Source: an optimization exercise on an open RTL-to-GDS flow (aim: small area, a short achievable clock period and few clock cycles). Production flows keep margins and buffers that such runs may drop. Only the layout flow was run in this run; the RTL was not checked for function there. Power figures rest on the tool's default switching activity, not on a simulated workload.

[flow/config.mk]
export PLATFORM = sky130hd
export DESIGN_NAME = s9core
export DESIGN_NICKNAME = s9core
export VERILOG_FILES = /design/flow/design.v
export SDC_FILE = /design/flow/constraint.sdc
export NUM_CORES = 4
export LEC_CHECK = 0
export CAP_MARGIN = 20
export CORE_MARGIN = 2
export CORE_UTILIZATION = 40
export PLACE_DENSITY = 0.6
export SLEW_MARGIN = 20
[flow/constraint.sdc]
create_clock -name core_clock -period 10.0 [get_ports {clk}]
set_input_delay 2.0000 -clock core_clock [delete_from_list [all_inputs] [get_ports {clk}]]
set_output_delay 2.0000 -clock core_clock [all_outputs]
set_load 0.01 [all_outputs]
[flow/design.v]
module s9core (
    input  wire        clk,
    input  wire        rst,
    input  wire [1:0]  cmd_op,
    input  wire [15:0] cmd_len,
    output wire        busy,
    output wire        done,
    output wire        fault,
    output wire [3:0]  fcode,
    output wire [15:0] finfo,
    output wire [15:0] res_n,
    output wire [18:0] res_bytes,
    output wire [15:0] vin_addr,
    input  wire [31:0] vin_rdata,
    output wire        vout_we,
    output wire [9:0]  vout_addr,
    output wire [31:0] vout_wdata,
    output wire        snk_valid,
    output wire        snk_len,
    output wire [31:0] snk_data,
    input  wire        snk_ready,
    input  wire        snk_fail,
    output wire        src_valid,
    output wire        src_len,
    input  wire        src_ready,
    input  wire        src_fail,
    input  wire [31:0] src_data
);
    localparam [3:0] S_IDLE  = 4'd0,
                     S_DONE  = 4'd1,
                     S_ECHK  = 4'd2,
                     S_ESCAN = 4'd3,
                     S_DHDR  = 4'd4,
                     S_DWORD = 4'd5,
                     S_DEXT  = 4'd6;
    localparam [3:0] F_EMPTY = 4'd9,  F_VALUE = 4'd10, F_SEL   = 4'd11,
                     F_HDR   = 4'd12, F_SINK  = 4'd13, F_SOURCE = 4'd14,
                     F_ALLOC = 4'd15;
    function [4:0] row_cap;
        input integer s;
        case (s)
            0: row_cap = 5'd28;
            1: row_cap = 5'd14;
            2: row_cap = 5'd9;
            3: row_cap = 5'd7;
            4: row_cap = 5'd5;
            5: row_cap = 5'd4;
            6: row_cap = 5'd3;
            7: row_cap = 5'd2;
            default: row_cap = 5'd1;
        endcase
    endfunction
    function integer row_bits;
        input integer s;
        case (s)
            0: row_bits = 1;
            1: row_bits = 2;
            2: row_bits = 3;
            3: row_bits = 4;
            4: row_bits = 5;
            5: row_bits = 7;
            6: row_bits = 9;
            7: row_bits = 14;
            default: row_bits = 28;
        endcase
    endfunction
    reg [3:0]  st;
    reg        fast;      
    reg [15:0] n;         
    reg [15:0] ptr;       
    reg [15:0] words;     
    reg [1:0]  hidx;      
    reg [4:0]  j;         
    reg [27:0] wreg;      
    reg [3:0]  sel;       
    reg [8:0]  live;      
    reg [27:0] v1;
    reg [8:0]  ft1;       
    reg        val1, last1, eof;
    reg        wfull, wlast, pad, hdrp;
    reg        tf;        
    reg        vo;        
    reg        selok;
    wire idle_or_done = (st == S_IDLE) || (st == S_DONE);
    wire start        = idle_or_done && (cmd_op != 2'd0);
    wire vbad         = (vin_rdata[31:28] != 4'd0);
    wire [15:0] ptr_inc = ptr + 16'd1;
    wire        ptr_last = (ptr_inc == n);
    reg [8:0] ft_in;
    integer r;
    always @* begin
        for (r = 0; r < 9; r = r + 1)
            ft_in[r] = ((vin_rdata[27:0] >> row_bits(r)) == 28'd0);
    end
    wire        is_enc   = (st == S_ESCAN);
    wire [8:0]  m        = ft1 & live;
    wire        fits     = ft1 == (ft1 | live);       
    reg  [8:0]  conf;
    always @* begin
        for (r = 0; r < 9; r = r + 1)
            conf[r] = ({1'b0, j} >= {1'b0, row_cap(r)});
    end
    wire        first    = (j == 5'd0);
    wire        kill     = val1 && !pad && !first && !fits;
    wire        ins      = (val1 || pad) && !kill;       
    wire [8:0]  lay_t    = (is_enc && first && !pad) ? m : live;    
    wire [8:0]  lay      = lay_t & ~{lay_t[7:0], 1'b0};               
    reg  [3:0]  lay_bin;
    reg         lay_full;      
    reg         lay_tf;        
    reg  [27:0] shifted;
    reg  [27:0] dmask;
    integer     p, b, top;
    always @* begin
        lay_bin  = 4'd0;
        lay_full = 1'b0;
        lay_tf   = 1'b0;
        shifted  = 28'd0;
        for (r = 0; r < 9; r = r + 1) begin
            b   = row_bits(r);
            top = row_cap(r) * b;
            if (lay[r]) begin
                lay_bin  = lay_bin | r[3:0];
                lay_full = lay_full | (j == row_cap(r) - 5'd1);
                lay_tf   = lay_tf | (j == row_cap(r) - 5'd2);
            end
            for (p = 0; p < 28; p = p + 1) begin
                if (p < top - b)
                    shifted[p] = shifted[p] | (lay[r] & wreg[p + b]);
                else if (p < top)
                    shifted[p] = shifted[p] | (lay[r] & is_enc & !pad & v1[p - top + b]);
            end
        end
    end
    always @* begin
        for (p = 0; p < 28; p = p + 1) begin
            if (p == 0)       dmask[p] = 1'b1;
            else if (p < 2)   dmask[p] = ~live[0];
            else if (p < 3)   dmask[p] = ~live[1];
            else if (p < 4)   dmask[p] = ~live[2];
            else if (p < 5)   dmask[p] = ~live[3];
            else if (p < 7)   dmask[p] = ~live[4];
            else if (p < 9)   dmask[p] = ~live[5];
            else if (p < 14)  dmask[p] = ~live[6];
            else              dmask[p] = ~live[7];
        end
    end
    wire        hcont  = (hidx == 2'd0) ? (n[15:7] != 9'd0) :
                         (hidx == 2'd1) ? (n[15:14] != 2'd0) : 1'b0;
    wire [6:0]  hpay   = (hidx == 2'd0) ? n[6:0] :
                         (hidx == 2'd1) ? n[13:7] : {5'd0, n[15:14]};
    wire        s_take = is_enc && (hdrp || wfull) && snk_ready && !snk_fail;
    wire        w_take = s_take && !hdrp;
    wire        adv    = !wfull || w_take;
    wire [7:0]  hbyte  = src_data[7:0];
    wire [15:0] hnew   = (hidx == 2'd0) ? {9'd0, hbyte[6:0]} :
                         (hidx == 2'd1) ? {2'd0, hbyte[6:0], n[6:0]} :
                                          {hbyte[1:0], n[13:0]};
    wire        hbad   = (hidx == 2'd2) && ((hbyte[6:2] != 5'd0) || hbyte[7]);
    wire        halloc = fast ? (hnew > 16'd997) : (hnew > 16'd1024);
    wire        d_wr    = (st == S_DEXT) && selok;
    wire        d_end   = tf || (!fast && vo);         
    wire        d_fin   = vo && (tf || !fast);         
    wire        d_fetch = tf && !vo;
    wire [3:0]  nsel    = src_data[3:0];
    wire [8:0]  nlive;
    genvar g;
    generate
        for (g = 0; g < 9; g = g + 1) begin : g_nl
            assign nlive[g] = (nsel <= g);
        end
    endgenerate
    always @(posedge clk) begin
        if (rst) begin
            st    <= S_IDLE;
            ptr   <= 16'd0;
            wfull <= 1'b0;
            hdrp  <= 1'b0;
        end else begin
            case (st)
                S_IDLE, S_DONE: begin
                    if (start) begin
                        words <= 16'd0;
                        hidx  <= 2'd0;
                        fast  <= cmd_op[0];
                        if (cmd_op == 2'd1) begin
                            n <= cmd_len;
                            if (cmd_len == 16'd0) begin
                                st <= F_EMPTY;
                            end else if (vbad) begin
                                st <= F_VALUE;         
                            end else if (cmd_len == 16'd1) begin
                                st    <= S_ESCAN;
                                val1  <= 1'b0;
                                eof   <= 1'b0;
                                j     <= 5'd0;
                                pad   <= 1'b0;
                                live  <= 9'h1ff;
                                wfull <= 1'b0;
                                wlast <= 1'b0;
                                hdrp  <= 1'b1;
                            end else begin
                                st  <= S_ECHK;
                                ptr <= 16'd1;
                            end
                        end else begin
                            n  <= 16'd0;
                            st <= S_DHDR;
                        end
                    end
                end
                S_ECHK: begin
                    if (vbad) begin
                        st <= F_VALUE;
                    end else if (ptr_last) begin
                        st    <= S_ESCAN;
                        ptr   <= 16'd0;
                        val1  <= 1'b0;
                        eof   <= 1'b0;
                        j     <= 5'd0;
                        pad   <= 1'b0;
                        live  <= 9'h1ff;
                        wfull <= 1'b0;
                        wlast <= 1'b0;
                        hdrp  <= 1'b1;
                    end else begin
                        ptr <= ptr_inc;
                    end
                end
                S_ESCAN: begin
                    if ((hdrp || wfull) && snk_ready) begin
                        if (snk_fail) begin
                            st <= F_SINK;
                        end else if (hdrp) begin
                            hidx <= hidx + 2'd1;
                            hdrp <= hcont;
                        end else begin
                            words <= words + 16'd1;
                            if (wlast) begin
                                st  <= S_DONE;
                                ptr <= 16'd0;
                            end
                        end
                    end
                    if (adv && !(w_take && wlast)) begin
                        if (w_take) wfull <= 1'b0;
                        if (kill) begin
                            ptr  <= ptr - {11'd0, j} - 16'd1;
                            val1 <= 1'b0;
                            eof  <= 1'b0;
                            j    <= 5'd0;
                            live <= live & (ft1 | conf);
                        end else begin
                            val1 <= !eof;
                            if (!eof) begin
                                v1    <= vin_rdata[27:0];
                                ft1   <= ft_in;
                                last1 <= ptr_last;
                                eof   <= ptr_last;
                                ptr   <= ptr_inc;
                            end
                            if (ins) begin
                                wreg <= shifted;
                                live <= lay_t;
                                if (lay_full) begin
                                    wfull <= 1'b1;
                                    wlast <= last1 || pad;
                                    sel   <= lay_bin;
                                    j     <= 5'd0;
                                    pad   <= 1'b0;
                                    live  <= 9'h1ff;
                                end else begin
                                    j   <= j + 5'd1;
                                    pad <= pad || last1;
                                end
                            end
                        end
                    end
                end
                S_DHDR: begin
                    if (src_ready) begin
                        if (src_fail) begin
                            st <= F_SOURCE;
                        end else begin
                            hidx <= hidx + 2'd1;
                            n    <= hnew;
                            if (hbad)
                                st <= F_HDR;
                            else if (!hbyte[7]) begin
                                if (halloc)
                                    st <= F_ALLOC;
                                else if (hnew == 16'd0)
                                    st <= S_DONE;
                                else
                                    st <= S_DWORD;
                            end
                        end
                    end
                end
                S_DWORD: begin
                    vo <= (ptr_inc >= n);
                    if (src_ready) begin
                        if (src_fail) begin
                            st <= F_SOURCE;
                        end else begin
                            st    <= S_DEXT;
                            wreg  <= src_data[31:4];
                            sel   <= nsel;
                            live  <= nlive;
                            selok <= (nsel <= 4'd8);
                            tf    <= (nsel == 4'd8);
                            j     <= 5'd0;
                            words <= words + 16'd1;
                        end
                    end
                end
                S_DEXT: begin
                    if (!selok) begin
                        st <= F_SEL;
                    end else begin
                        ptr  <= ptr_inc;
                        vo   <= ((ptr_inc + 16'd1) >= n);
                        wreg <= shifted;
                        j    <= j + 5'd1;
                        tf   <= lay_tf;
                        if (d_fin) begin
                            st  <= S_DONE;
                            ptr <= 16'd0;
                        end else if (d_fetch) begin
                            if (src_ready) begin
                                if (src_fail) begin
                                    st <= F_SOURCE;
                                end else begin
                                    wreg  <= src_data[31:4];
                                    sel   <= nsel;
                                    live  <= nlive;
                                    selok <= (nsel <= 4'd8);
                                    tf    <= (nsel == 4'd8);
                                    j     <= 5'd0;
                                    words <= words + 16'd1;
                                end
                            end else begin
                                st <= S_DWORD;
                            end
                        end
                    end
                end
                default: ;  
            endcase
        end
    end
    assign busy      = !st[3] && (st[2:1] != 2'b00);
    assign done      = (st == S_DONE);
    assign fault     = st[3];
    assign fcode     = {1'b0, st[2:0] & {3{st[3]}}};
    assign finfo     = (st == F_VALUE) ? ptr :
                       (st == F_SEL)   ? {12'd0, sel} :
                       (st == F_HDR)   ? 16'd2 :
                       (st == F_ALLOC) ? n : 16'd0;
    assign res_n     = n;
    assign res_bytes = {1'b0, words, hidx};
    assign vin_addr  = ptr;
    assign vout_we    = d_wr;
    assign vout_addr  = ptr[9:0];
    assign vout_wdata = {4'd0, wreg & dmask};
    assign snk_valid = is_enc && (hdrp || wfull);
    assign snk_len   = !hdrp;
    assign snk_data  = hdrp ? {24'd0, hcont, hpay} : {wreg, sel};
    assign src_valid = (st == S_DHDR) || (st == S_DWORD) || (d_wr && d_fetch);
    assign src_len   = (st != S_DHDR);
endmodule
[flow/run.sh]
#!/bin/bash
# synth_recipe.tcl (not shown) runs the flow's synth.tcl, then flattens the netlist and writes it again
# the make line also repeats each setting of config.mk as NAME=value (left out here)
make -C /OpenROAD-flow-scripts/flow DESIGN_CONFIG=/design/flow/config.mk WORK_HOME=/design/flow/orfs CLKGATE_MAP_FILE= SYNTH_SCRIPT=/design/flow/synth_recipe.tcl finish
==> summary.txt <==
Run status
  – Outcome: no timing/DRC/antenna violations

Route
  – Total routed wirelength: 47800 um
  – Met1 Wirelength: 21600 um
  – Via count: 12600
  – Antenna Violating Nets Remaining: 0
  – Top sig layer: met4
  – Vias per std cell: 6.31
  – Met2 wire length: 20100 um
  – DRT iter0 DRCs: 1748
  – DR pass1 iterations: 7
  – DRC Markers: 0
  – DR WL/cell: 23.9 um
  – Routed wl met3: 4800 um

STA
  – Worst slew pin tran: 1040 ps
  – Relative slew margins: 0.305
  – Period utilization: 0.550
  – RSZ-0062 raised after global routing: no
  – Setup Skew: 21.9 ps
  – Slew Limit Fails: 0
  – Hold Slack: 578 ps
  – Final setup violation count: 0
  – Setup tns final: 0 ps
  – Hold Fails Final Rpt: 0
  – Final min period: 5500 ps
  – Fmax: 182 MHz

Global routing
  – Number of global-route vias before repair: 11700
  – Largest net degree at the start of global routing: 38
  – Global-route wire length before repair: 72200 um
  – Initial antenna violation count: 0
  – Final global-route overflow total: 0
  – Tot GR Track Use: 0.298

Synth
  – Distinct cells, synth: 82
  – Avg Synthesized Cell Area: 8.42 um2
  – Top cell type's share of synthesized area: 0.311
  – Gate Count Post-Synth: 1436
  – Most repeated cell in the gate-level netlist after synthesis: nor2_1
  – Sequential element share of the synthesized area: 0.347
  – Yosys reg bits: 147
  – Post-synth top area cell: edfxtp_1
  – Async set-reset flop share out of synthesis: 0
  – Yosys warns: 1
  – Ys flop type: edfxtp_1
  – Number of synthesized flops with an enable pin: 125
  – Synth cell count leaders: nor2_1 (150), edfxtp_1 (125), nand2_1 (111)
  – Mapped Area: 12100 um2
  – Top cells by area, synth: edfxtp_1 (31%), ha_1 (5.0%), nor2_1 (4.7%), nor2b_1 (3.7%), dfxtp_1 (3.6%)

Floorplan
  – Die width: 178 um
  – Initial Util: 0.407
  – Area of the die: 31600 um2
  – Core area: 29700 um2
  – Io pins: 241
  – Die Y-Extent: 178 um
  – Standard-cell rows: 63

Power
  – Leak: 5.40 nW
  – Clk pwr share: 0.226
  – Switching portion of total power: 0.415
  – Cell-internal power: 1.65 mW
  – Worst IR Drop VDD: 0.118 mV
  – Tot Pwr: 2.81 mW
  – Net switching power: 1.17 mW
  – Share of power burned in registers: 0.368
  – Gate power share: 0.406
  – Power density over the cells: 185 nW/um2

Finish
  – Ant. Diodes: 0
  – Share of cells above drive strength 1: 0.0604
  – Area grow syn2layout: 25.7%
  – Nets: 1730

Critical path
  – CP Class: reg2reg
  – Critical path cell sequence: ha_1, nand3_1, nor2_2, nand4_1, xor2_1, inv_1, ha_1, nand4_1, or4_1, o211ai_1, o31a_1, o21a_1, o32ai_1, a22o_1
  – CP Capture Type: flop
  – Startpoint class of the critical path: flop
  – CP max stage delay: 770 ps
  – Worst endpoint required time: 10330 ps
  – Data arrival, critical path: 5830 ps
  – Crit path max fanout: 17
  – Slowest CP cell: dfxtp_1

CTS
  – Later-pin clock latency in the skew report: 450 ps
  – CTS sink cnt: 147
  – Resize count post-CTS: 0
  – CTS Hold Buffers Added: 0
  – CTS buffer count: 17
  – Clk slew on worst S/H paths: 70 ps
  – Clock buffer depth: 2
  – Clock root cell: clkbuf_16
  – H-tree levels: 4
  – TritonCTS clock tree: done
  – Post-CTS setup buffers: 0

Run
  – Max-Cap Viols: 0

Hold path
  – Worst Hold Class: reg2reg

Placement
  – HPWL after detailed placement: 35300 um
  – Gpl congestion: 0.916
  – Port Buffers: 234
## layout make-up
class / count / area, um2
Clock buffer: 17 / 425
Clock inverter: 15 / 146
Fill cell: 2848 / 14500
Inverter: 59 / 221
Multi-Input combinational cell: 1106 / 7160
Sequential cell: 147 / 4190
Tap cell: 390 / 488
Timing Repair Buffer: 262 / 2550
## layout by cell type (no fill, tap or decap), types with 33 or more instances in the layout
master	instances
ha_1	48
clkdlybuf4s50_1	234
a221oi_1	42
edfxtp_1	125
a22oi_1	54
a31oi_1	33
nor2b_1	69
nand2_1	111
o21ai_0	55
nor2_1	149
a21oi_1	66
inv_1	57
nand3_1	59
nor3_1	46
## per-stage QoR
stage | std cells | utilization | area [um2] | setup WS, ps
floorplan | 1441 | - | 12100 | 4160
global placement | 1964 | 0.492 | 14600 | 4500
detailed placement | 1964 | 0.492 | 14600 | 4360
CTS | 1996 | 0.511 | 15200 | 4430
global route | 1996 | 0.511 | 15200 | 4240
finish | 1996 | 0.511 | 15200 | 4500
## path summary, 6_finish.rpt
check | slack, ps | start | depth (start not counted) | end
max | 4500 | ptr[0]$_SDFFE_PP0P_ | 14 | ptr[15]$_SDFFE_PP0P_
max reg2reg | 4500 | ptr[0]$_SDFFE_PP0P_ | 14 | ptr[15]$_SDFFE_PP0P_
min | 580 | last1$_DFFE_PP_ | 2 | wlast$_SDFFCE_PN0P_
min reg2reg | 580 | last1$_DFFE_PP_ | 2 | wlast$_SDFFCE_PN0P_
## critical path, delay by kind of cell, from the launching register on
kind                     cells  cell delay (ps)
AO/OA/AOI/OAI                5             1720
AND/OR/NAND/NOR              5             1630
flip-flops                   1              770
adder cells (fa/ha/maj)      2              690
XOR/XNOR                     1              450
buffers and inverters        1              110
## state kept, by name, summed over array words and instances, names as in the netlist, 5 cells and up
register and count:
words 16, v1 28, ptr 16, j 5, n 16, live 9
wreg 28, ft1 8
## per-layer routing
| metal | track usage | up-vias |
|---|---|---|
| li1 | - | 5718 |
| met1 | 0.449 | 6014 |
| met2 | 0.432 | 775 |
| met3 | 0.0499 | 94 |
| met4 | 0.0915 | 0 |
| met5 | 0 | - |
## power by group through the flow
stage / logic [mW] / clock network, mW / registers [mW]
3_5_place_dp: 1.12 / 0 / 1.04
6_report: 1.14 / 0.635 / 1.04
5_1_grt: 1.25 / 0.664 / 1.05
4_1_cts: 1.13 / 0.642 / 1.03
2_1_floorplan: 0.717 / 0 / 0.926
3_3_place_gp: 1.12 / 0 / 1.04
## kinds of logic after synthesis
logic type	Yosys count	synth area share
fa+ha+maj	49	0.0514
simple gates	568	0.236
flops	147	0.347
mux	19	0.0160
other cells	1	0.000310
xor+xnor	47	0.0341
buf+inv	188	0.0664
compound gates	417	0.249

-- what the ideal ports hide --
How much do the figures lean on ideal ports? The routed layout below was timed once more, with nothing changed but the port constraints. Step 1: set_driving_cell puts a clkbuf_16 on clk and a buf_2 on each other input, an assumption about the parent block. Step 2 also shifts input and output timing later by t, the mid clock arrival at the registers, as if the neighbouring blocks saw the same clock. Three values: ideal ports, drivers, drivers and shift; two values: the first two.
t, ns: 0.491
setup slack, ns: 4.502 / 4.502 / 4.502
worst setup path at the end: register to register
After both steps this run still meets setup and hold. For this run, drivers alone change the setup slack by 0.000 ns; drivers and shift together by 0.000 ns.
